What follows belongs to an exercise in optimizing a design on an open flow for small area; a production flow would make more cautious choices. RTL that was checked went through simulation tests only; none was proved equivalent to the original. No activity file was given, so power comes from the tool's default toggle rates.

==> raven: inputs <==
Design msop_core, start of the top module:
module msop_core (
    input  wire        clk,
    input  wire        rst,
    output wire [7:0]  imem_addr,
    input  wire [63:0] imem_data,
    output wire        dmem_re,
    output wire        dmem_we,
    output wire [7:0]  dmem_addr,
    output wire [31:0] dmem_wdata,
    input  wire [31:0] dmem_rdata,
    output wire        halted,
    output wire        aborted,
    output wire [1:0]  abort_cause,
    input  wire [3:0]  dbg_sel,
    output wire [31:0] dbg_val
);
==> flow/config.mk <==
export PLATFORM = sky130hd
export DESIGN_NAME = msop_core
export DESIGN_NICKNAME = msop_core
export VERILOG_FILES = /design/flow/design.v
export SDC_FILE = /design/flow/constraint.sdc
export NUM_CORES = 4
export LEC_CHECK = 0
export CAP_MARGIN = 20
export CORE_MARGIN = 2
export CORE_UTILIZATION = 40
export PLACE_DENSITY = 0.6
export SLEW_MARGIN = 20
==> flow/constraint.sdc <==
create_clock -name core_clock -period 13.0 [get_ports {clk}]
set_input_delay 2.6000 -clock core_clock [delete_from_list [all_inputs] [get_ports {clk}]]
set_output_delay 2.6000 -clock core_clock [all_outputs]
set_load 0.01 [all_outputs]
run.sh (not shown) runs the stock make flow with config.mk's settings and CLKGATE_MAP_FILE= SYNTH_SCRIPT=/design/flow/synth_recipe.tcl, a recipe that flattens the netlist after the stock synthesis.
==> indigo: changes against raven <==
==> flow/design.v (replaced) <==
module msop_core (
    input  wire        clk,
    input  wire        rst,
    output wire [7:0]  imem_addr,
    input  wire [63:0] imem_data,
    output wire        dmem_re,
    output wire        dmem_we,
    output wire [7:0]  dmem_addr,
    output wire [31:0] dmem_wdata,
    input  wire [31:0] dmem_rdata,
    output wire        halted,
    output wire        aborted,
    output wire [1:0]  abort_cause,
    input  wire [3:0]  dbg_sel,
    output wire [31:0] dbg_val
);
    localparam ST_CLR  = 4'd0;    
    localparam ST_FET  = 4'd1;    
    localparam ST_PC   = 4'd2;    
    localparam ST_PB   = 4'd3;    
    localparam ST_IT   = 4'd4;    
    localparam ST_MV   = 4'd5;    
    localparam ST_PA   = 4'd6;    
    localparam ST_LDW  = 4'd7;    
    localparam ST_HALT = 4'd8;
    localparam ST_ABT1 = 4'd9;    
    localparam ST_ABT2 = 4'd10;   
    reg  [3:0]   state;
    reg  [7:0]   pc;
    reg  [3:0]   k;
    reg  [511:0] ring;
    reg  [31:0]  A, B, Y;
    reg          lap;
    reg          first;
    reg          qn;
    wire [31:0] R = ring[511:480];
    wire [4:0]  op  = imem_data[63:59];
    wire [3:0]  fa  = imem_data[57:54];
    wire [3:0]  fb  = imem_data[52:49];
    wire [3:0]  fc  = imem_data[47:44];
    wire [31:0] imm = imem_data[31:0];
    wire is_ar   = ~op[4] & ~op[3];               
    wire is_mul  = is_ar & (op[1:0] == 2'd0);
    wire is_div  = is_ar & (op[1:0] == 2'd3);
    wire is_md   = is_mul | is_div;
    wire is_sub  = is_ar & (op[1:0] == 2'd2);
    wire is_mem  = (op[4:2] == 3'b010);           
    wire is_ld   = is_mem & ~op[0];
    wire is_st   = is_mem & op[0];
    wire is_set  = (op == 5'd12);
    wire is_br   = (op >= 5'd13) && (op <= 5'd17);
    wire is_ret  = (op == 5'd18);
    wire is_wr   = is_ar | is_set;                
    wire regform = is_mem ? op[1] : (is_ar & op[2]);
    wire [3:0] kn = k - 4'd1;
    wire mk_a  = (k == fa);
    wire mk_a1 = (kn == fa);
    wire mk_b  = (k == fb);
    wire mk_c  = (k == fc);
    reg        xa1, xa2, s_in;
    reg        selR, selY, selI, inv, cin;
    reg        bload, yload, wen, wrd;
    wire [31:0] XA  = (A & {32{xa1}}) | ({A[30:0], 1'b0} & {32{xa2}}) | {31'd0, s_in};
    wire [31:0] XB  = ((R & {32{selR}}) | (Y & {32{selY}}) | (imm & {32{selI}})) ^ {32{inv}};
    wire [32:0] c;
    wire [31:0] S;
    assign c[0] = cin;
    genvar gi;
    generate
        for (gi = 0; gi < 32; gi = gi + 1) begin : g_add
            assign S[gi]   = XA[gi] ^ XB[gi] ^ c[gi];
            assign c[gi+1] = (XA[gi] & XB[gi]) | (c[gi] & (XA[gi] ^ XB[gi]));
        end
    endgenerate
    wire s_hz = ~|S[31:10];
    wire s_z  = s_hz & ~|S[9:0];
    wire s_n  = S[31];
    reg taken;
    always @(*) begin
        case (op[2:0])
            3'd5: taken = s_z;              
            3'd6: taken = ~s_n;             
            3'd7: taken = s_n | s_z;        
            3'd0: taken = ~s_n & ~s_z;      
            default: taken = s_n;           
        endcase
    end
    wire [7:0] target = imm[31] ? 8'd0 : imm[9:2];
    reg [3:0] nstate;
    reg       pc_adv;
    reg       re, we;
    wire dsub = ~((A[31] & ~first) ^ Y[31]);
    always @(*) begin
        xa1 = 1'b1; xa2 = 1'b0; s_in = 1'b0;
        selR = 1'b0; selY = 1'b0; selI = 1'b0; inv = 1'b0; cin = 1'b0;
        bload = 1'b0; yload = 1'b0; wen = 1'b0; wrd = 1'b0;
        nstate = state; pc_adv = 1'b0; re = 1'b0; we = 1'b0;
        case (state)
            ST_CLR: begin
                xa1 = 1'b0; wen = 1'b1;
                if (k == 4'd0) nstate = ST_FET;
            end
            ST_FET: nstate = ST_PC;
            ST_PC: begin
                if (is_ret) nstate = ST_HALT;
                else if (mk_c) begin
                    xa1 = 1'b0; selR = regform; selI = ~regform;
                    inv = is_sub; cin = is_sub;
                    yload = 1'b1;
                    nstate = (is_div & s_z) ? ST_ABT1 : ST_PB;
                end
            end
            ST_PB: begin
                if (mk_b) begin
                    selR = 1'b1;
                    if (is_md) begin
                        xa1 = 1'b0;
                        inv = is_div & R[31]; cin = is_div & R[31];
                        bload = 1'b1;
                        nstate = ST_IT;
                    end else begin
                        selR = ~(is_set | is_br);
                        nstate = (is_mem & ~s_hz) ? ST_ABT2 : ST_PA;
                    end
                end
            end
            ST_IT: begin
                xa1 = 1'b0; xa2 = ~first;
                if (is_div) begin
                    s_in = B[31];
                    selY = 1'b1; inv = dsub; cin = dsub;
                end else begin
                    selY = B[31];
                end
                if (mk_b && lap) nstate = is_div ? ST_MV : ST_PA;
            end
            ST_MV: begin
                xa1 = 1'b0; xa2 = 1'b1; s_in = B[31] ^ qn;
                if (mk_b && lap) nstate = ST_PA;
            end
            ST_PA: begin
                if (is_ld) begin
                    if (mk_a1) begin re = 1'b1; nstate = ST_LDW; end
                end else if (mk_a) begin
                    pc_adv = 1'b1; nstate = ST_FET;
                    if (is_st) we = 1'b1;
                    if (is_br) begin xa1 = 1'b0; selR = 1'b1; end
                    if (is_wr) begin cin = is_div & qn; wen = 1'b1; end
                end
            end
            ST_LDW: begin
                wen = 1'b1; wrd = 1'b1; pc_adv = 1'b1; nstate = ST_FET;
            end
            default: ;
        endcase
    end
    always @(posedge clk) begin
        ring <= {ring[479:0], wen ? (wrd ? dmem_rdata : S) : R};
        A <= S;
        B <= bload ? S : {B[30:0], ~S[31]};
        if (yload) Y <= S;
        if (state == ST_PC) qn <= S[31];
        else if (state == ST_PB && mk_b) qn <= qn ^ R[31];
        first <= (state == ST_PB);
        if (state != ST_IT && state != ST_MV) lap <= 1'b0;
        else if (mk_b) lap <= ~lap;
        if (rst) begin
            state <= ST_CLR;
            pc    <= 8'd0;
            k     <= 4'd15;
        end else begin
            state <= nstate;
            k     <= kn;
            if (pc_adv) pc <= (is_br & taken) ? target : pc + 8'd1;
        end
    end
    assign imem_addr   = pc;
    assign dmem_re     = re;
    assign dmem_we     = we;
    assign dmem_addr   = A[9:2];
    assign dmem_wdata  = R;
    assign halted      = (state == ST_HALT);
    assign aborted     = (state == ST_ABT1) || (state == ST_ABT2);
    assign abort_cause = {state == ST_ABT2, state == ST_ABT1};
    wire [3:0] pos = dbg_sel + ~k;
    reg  [31:0] dv;
    integer i;
    always @(*) begin
        dv = 32'd0;
        for (i = 0; i < 16; i = i + 1)
            dv = dv | (ring[i*32 +: 32] & {32{pos == i[3:0]}});
    end
    assign dbg_val = dv;
endmodule
==> lagoon: changes against raven <==
==> flow/design.v (replaced) <==
module msop_core (
    input  wire        clk,
    input  wire        rst,
    output wire [7:0]  imem_addr,
    input  wire [63:0] imem_data,
    output wire        dmem_re,
    output wire        dmem_we,
    output wire [7:0]  dmem_addr,
    output wire [31:0] dmem_wdata,
    input  wire [31:0] dmem_rdata,
    output wire        halted,
    output wire        aborted,
    output wire [1:0]  abort_cause,
    input  wire [3:0]  dbg_sel,
    output wire [31:0] dbg_val
);
    localparam ST_CLR  = 4'd0;    
    localparam ST_FET  = 4'd1;    
    localparam ST_DEC  = 4'd2;    
    localparam ST_PC   = 4'd3;    
    localparam ST_PB   = 4'd4;    
    localparam ST_IT   = 4'd5;    
    localparam ST_XF   = 4'd12;   
    localparam ST_MV   = 4'd6;    
    localparam ST_PA   = 4'd7;    
    localparam ST_LDW  = 4'd8;    
    localparam ST_HALT = 4'd9;
    localparam ST_ABT1 = 4'd10;   
    localparam ST_ABT2 = 4'd11;   
    reg  [3:0]   state;
    reg  [7:0]   pc;
    reg  [3:0]   k;
    reg  [511:0] ring;
    reg  [31:0]  A, B, Y;
    reg          lap;
    reg          qn;
    reg  [4:0]   op;              
    reg          mk_a, mk_a1, mk_b, mk_c;    
    wire [31:0] R = ring[511:480];
    wire [3:0]  fa  = imem_data[57:54];
    wire [3:0]  fb  = imem_data[52:49];
    wire [3:0]  fc  = imem_data[47:44];
    wire [31:0] imm = imem_data[31:0];
    wire is_ar   = ~op[4] & ~op[3];               
    wire is_mul  = is_ar & (op[1:0] == 2'd0);
    wire is_div  = is_ar & (op[1:0] == 2'd3);
    wire is_md   = is_mul | is_div;
    wire is_sub  = is_ar & (op[1:0] == 2'd2);
    wire is_mem  = (op[4:2] == 3'b010);           
    wire is_ld   = is_mem & ~op[0];
    wire is_st   = is_mem & op[0];
    wire is_set  = (op == 5'd12);
    wire is_br   = (op >= 5'd13) && (op <= 5'd17);
    wire is_ret  = (op == 5'd18);
    wire is_wr   = is_ar | is_set;                
    wire regform = is_mem ? op[1] : (is_ar & op[2]);
    wire [3:0] kn  = k - 4'd1;
    wire [3:0] knn = k - 4'd2;
    reg        xa1, xa2, s_in;
    reg        selR, selY, selI, inv, cin;
    reg        bsrc, yload, wen, wrd;
    wire [31:0] XA  = (A & {32{xa1}}) | ({A[30:0], 1'b0} & {32{xa2}}) | {31'd0, s_in};
    wire [31:0] XBr = (R & {32{selR}}) | (Y & {32{selY}}) | (imm & {32{selI}});
    wire [31:0] XB  = XBr ^ {32{inv}};
    wire [16:0] cl;
    wire [16:0] ch;
    wire [15:0] u;
    wire [16:0] t;
    wire [31:0] S;
    assign cl[0] = cin;
    assign ch[0] = 1'b0;
    assign t[0]  = 1'b1;
    genvar gi;
    generate
        for (gi = 0; gi < 16; gi = gi + 1) begin : g_add
            assign S[gi]    = XA[gi] ^ XB[gi] ^ cl[gi];
            assign cl[gi+1] = (XA[gi] & XB[gi]) | (cl[gi] & (XA[gi] ^ XB[gi]));
            assign u[gi]    = XA[gi+16] ^ XB[gi+16] ^ ch[gi];
            assign ch[gi+1] = (XA[gi+16] & XB[gi+16]) | (ch[gi] & (XA[gi+16] ^ XB[gi+16]));
            assign t[gi+1]  = t[gi] & u[gi];
            assign S[gi+16] = u[gi] ^ (cl[16] & t[gi]);
        end
    endgenerate
    wire s_z  = ~|XBr;
    wire s_n  = XBr[31];
    wire a_ok = ~|A[31:10];
    reg taken;
    always @(*) begin
        case (op[2:0])
            3'd5: taken = s_z;              
            3'd6: taken = ~s_n;             
            3'd7: taken = s_n | s_z;        
            3'd0: taken = ~s_n & ~s_z;      
            default: taken = s_n;           
        endcase
    end
    wire [7:0] target = imm[31] ? 8'd0 : imm[9:2];
    reg [3:0] nstate;
    reg       pc_adv;
    reg       re, we;
    wire dsub = ~(A[31] ^ Y[31]);
    always @(*) begin
        xa1 = 1'b1; xa2 = 1'b0; s_in = 1'b0;
        selR = 1'b0; selY = 1'b0; selI = 1'b0; inv = 1'b0; cin = 1'b0;
        bsrc = 1'b0; yload = 1'b0; wen = 1'b0; wrd = 1'b0;
        nstate = state; pc_adv = 1'b0; re = 1'b0; we = 1'b0;
        case (state)
            ST_CLR: begin
                xa1 = 1'b0; wen = 1'b1;
                if (k == 4'd0) nstate = ST_FET;
            end
            ST_FET: nstate = ST_DEC;
            ST_DEC: nstate = ST_PC;
            ST_PC: begin
                if (is_ret) nstate = ST_HALT;
                else if (mk_c) begin
                    xa1 = 1'b0; selR = regform; selI = ~regform;
                    inv = is_sub; cin = is_sub;
                    yload = 1'b1;
                    nstate = (is_div & s_z) ? ST_ABT1 : ST_PB;
                end
            end
            ST_PB: begin
                if (mk_b) begin
                    selR = 1'b1;
                    if (is_md) begin
                        xa1 = 1'b0;
                        inv = is_div & R[31]; cin = is_div & R[31];
                        nstate = ST_XF;
                    end else begin
                        selR = ~(is_set | is_br);
                        nstate = ST_PA;
                    end
                end
            end
            ST_XF: begin
                xa1 = 1'b0; xa2 = 1'b1; bsrc = 1'b1;
                if (mk_b && lap) nstate = ST_IT;
            end
            ST_IT: begin
                xa1 = 1'b0; xa2 = 1'b1;
                if (is_div) begin
                    s_in = B[31];
                    selY = 1'b1; inv = dsub; cin = dsub;
                end else begin
                    selY = B[31];
                end
                if (mk_b && lap) nstate = is_div ? ST_MV : ST_PA;
            end
            ST_MV: begin
                xa1 = 1'b0; xa2 = 1'b1; s_in = B[31] ^ qn;
                if (mk_b && lap) nstate = ST_PA;
            end
            ST_PA: begin
                if (is_mem & ~a_ok) nstate = ST_ABT2;
                else if (is_ld) begin
                    if (mk_a1) begin re = 1'b1; nstate = ST_LDW; end
                end else if (mk_a) begin
                    pc_adv = 1'b1; nstate = ST_FET;
                    if (is_st) begin we = 1'b1; selR = 1'b1; end
                    if (is_br) begin xa1 = 1'b0; selR = 1'b1; end
                    if (is_wr) begin cin = is_div & qn; wen = 1'b1; end
                end
            end
            ST_LDW: begin
                wen = 1'b1; wrd = 1'b1; pc_adv = 1'b1; nstate = ST_FET;
            end
            default: ;
        endcase
    end
    always @(posedge clk) begin
        ring <= {ring[479:0], wen ? (wrd ? dmem_rdata : S) : R};
        A <= S;
        B <= {B[30:0], bsrc ? A[31] : ~S[31]};
        if (yload) Y <= S;
        if (state == ST_PC) qn <= S[31];
        else if (state == ST_PB && mk_b) qn <= qn ^ R[31];
        if (state != ST_XF && state != ST_IT && state != ST_MV) lap <= 1'b0;
        else if (mk_b) lap <= ~lap;
        op    <= imem_data[63:59];
        mk_a  <= (kn == fa);
        mk_a1 <= (knn == fa);
        mk_b  <= (kn == fb);
        mk_c  <= (kn == fc);
        if (rst) begin
            state <= ST_CLR;
            pc    <= 8'd0;
            k     <= 4'd15;
        end else begin
            state <= nstate;
            k     <= kn;
            if (pc_adv) pc <= (is_br & taken) ? target : pc + 8'd1;
        end
    end
    assign imem_addr   = pc;
    assign dmem_re     = re;
    assign dmem_we     = we;
    assign dmem_addr   = XA[9:2];
    assign dmem_wdata  = XBr;
    assign halted      = (state == ST_HALT);
    assign aborted     = (state == ST_ABT1) || (state == ST_ABT2);
    assign abort_cause = {state == ST_ABT2, state == ST_ABT1};
    wire [3:0] pos = dbg_sel + ~k;
    reg  [31:0] dv;
    integer i;
    always @(*) begin
        dv = 32'd0;
        for (i = 0; i < 16; i = i + 1)
            dv = dv | (ring[i*32 +: 32] & {32{pos == i[3:0]}});
    end
    assign dbg_val = dv;
endmodule
==> flow/flow/run.sh (new file) <==
#!/bin/bash
# Own layout flow: the standard flow (standard.sh: ORFS with the standard flow's
# synthesis script, floorplan, power grid, placement and routing) with three
# changes, none of which touches the registers or the constraints:
#  - ABC maps the logic with an area-oriented script (flow/abc_map.script)
#    in place of ORFS's delay-oriented one; ORFS's scripts are copied here
#    and only abc_speed.script is replaced;
#  - each port gets the smallest buffer, buf_1, instead of the default one;
#  - the clock tree uses larger sink clusters and no dummy loads.
# The make output goes to flow.log here; ORFS keeps each step's log under orfs/logs.
set -euo pipefail
rm -rf scripts
cp -r "$FLOW_HOME/scripts" scripts
cp flow/abc_map.script scripts/abc_speed.script
export SCRIPTS_DIR="$PWD/scripts"
export BUFFER_PORTS_ARGS="-buffer_cell sky130_fd_sc_hd__buf_1"
export CTS_ARGS="-sink_clustering_enable -repair_clock_nets -dont_use_dummy_load -sink_clustering_size 28 -sink_clustering_max_diameter 100"
bash standard.sh finish > flow.log 2>&1
==> flow/flow/abc_map.script (new file) <==
strash
dc2
dch -f
amap
topo
==> flow/standard.sh (new file) <==
#!/bin/bash
# synth_recipe.tcl (not shown) runs the flow's synth.tcl, then flattens the netlist and writes it again
# the make line also repeats each setting of config.mk as NAME=value (left out here)
make -C /OpenROAD-flow-scripts/flow DESIGN_CONFIG=/design/flow/config.mk WORK_HOME=/design/flow/orfs CLKGATE_MAP_FILE= SYNTH_SCRIPT=/design/flow/synth_recipe.tcl "${@:-finish}"
Settings changed: GPL_TIMING_DRIVEN set to 0.
removed: flow/run.sh
==> run summary <==
Of lagoon and indigo, indigo has the higher area after synthesis (gap 3.5%, measured against indigo). The highest die area belongs to raven, the lowest to lagoon. In lagoon the first-iteration DRC count is larger than in raven, by about 30%. Clock power: lagoon < indigo < raven. raven completed with no timing, DRC or antenna violations. indigo finished but failed the layout checks on setup timing. lagoon ran to the end with no violations. Sequential power: lagoon < indigo < raven.
Only the layout flow was run in raven and indigo; the RTL was not checked for function there.

[re-timing with driven ports]
The flow's constraints put no driver on any port. The routed layouts listed below were extracted and timed again, unchanged, in two steps. Step 1 sets driving cells, clkbuf_16 on the clock port and buf_2 on the other inputs (assumed; they add their load-dependent delay and slew). Step 2 adds t to the input delays and takes it off the output delays; t is the mean of the earliest and latest rising clock arrival at the registers after step 1. Input paths then give back, and output paths get back, about the clock's delay inside the block. Slacks: no drivers / after step 1 / after step 2; pairs: no drivers / after step 1.
run	shift t [ns]	slack for setup (ns)	hold WS [ns]	worst setup path at the end
raven	0.672	0.332 / 0.355 / -0.317	0.328 / 0.328 / 0.328	input to register
indigo	0.642	-3.285 / -3.260 / -3.902	0.339 / 0.339 / 0.339	input to register
lagoon	0.635	0.444 / 0.444 / 0.081	0.332 / 0.332 / 0.332	input to register
Met with ideal ports but missed after step 2: setup timing in raven. For raven, which loses most, drivers alone change the setup slack by +0.023 ns; drivers and shift together by -0.649 ns.
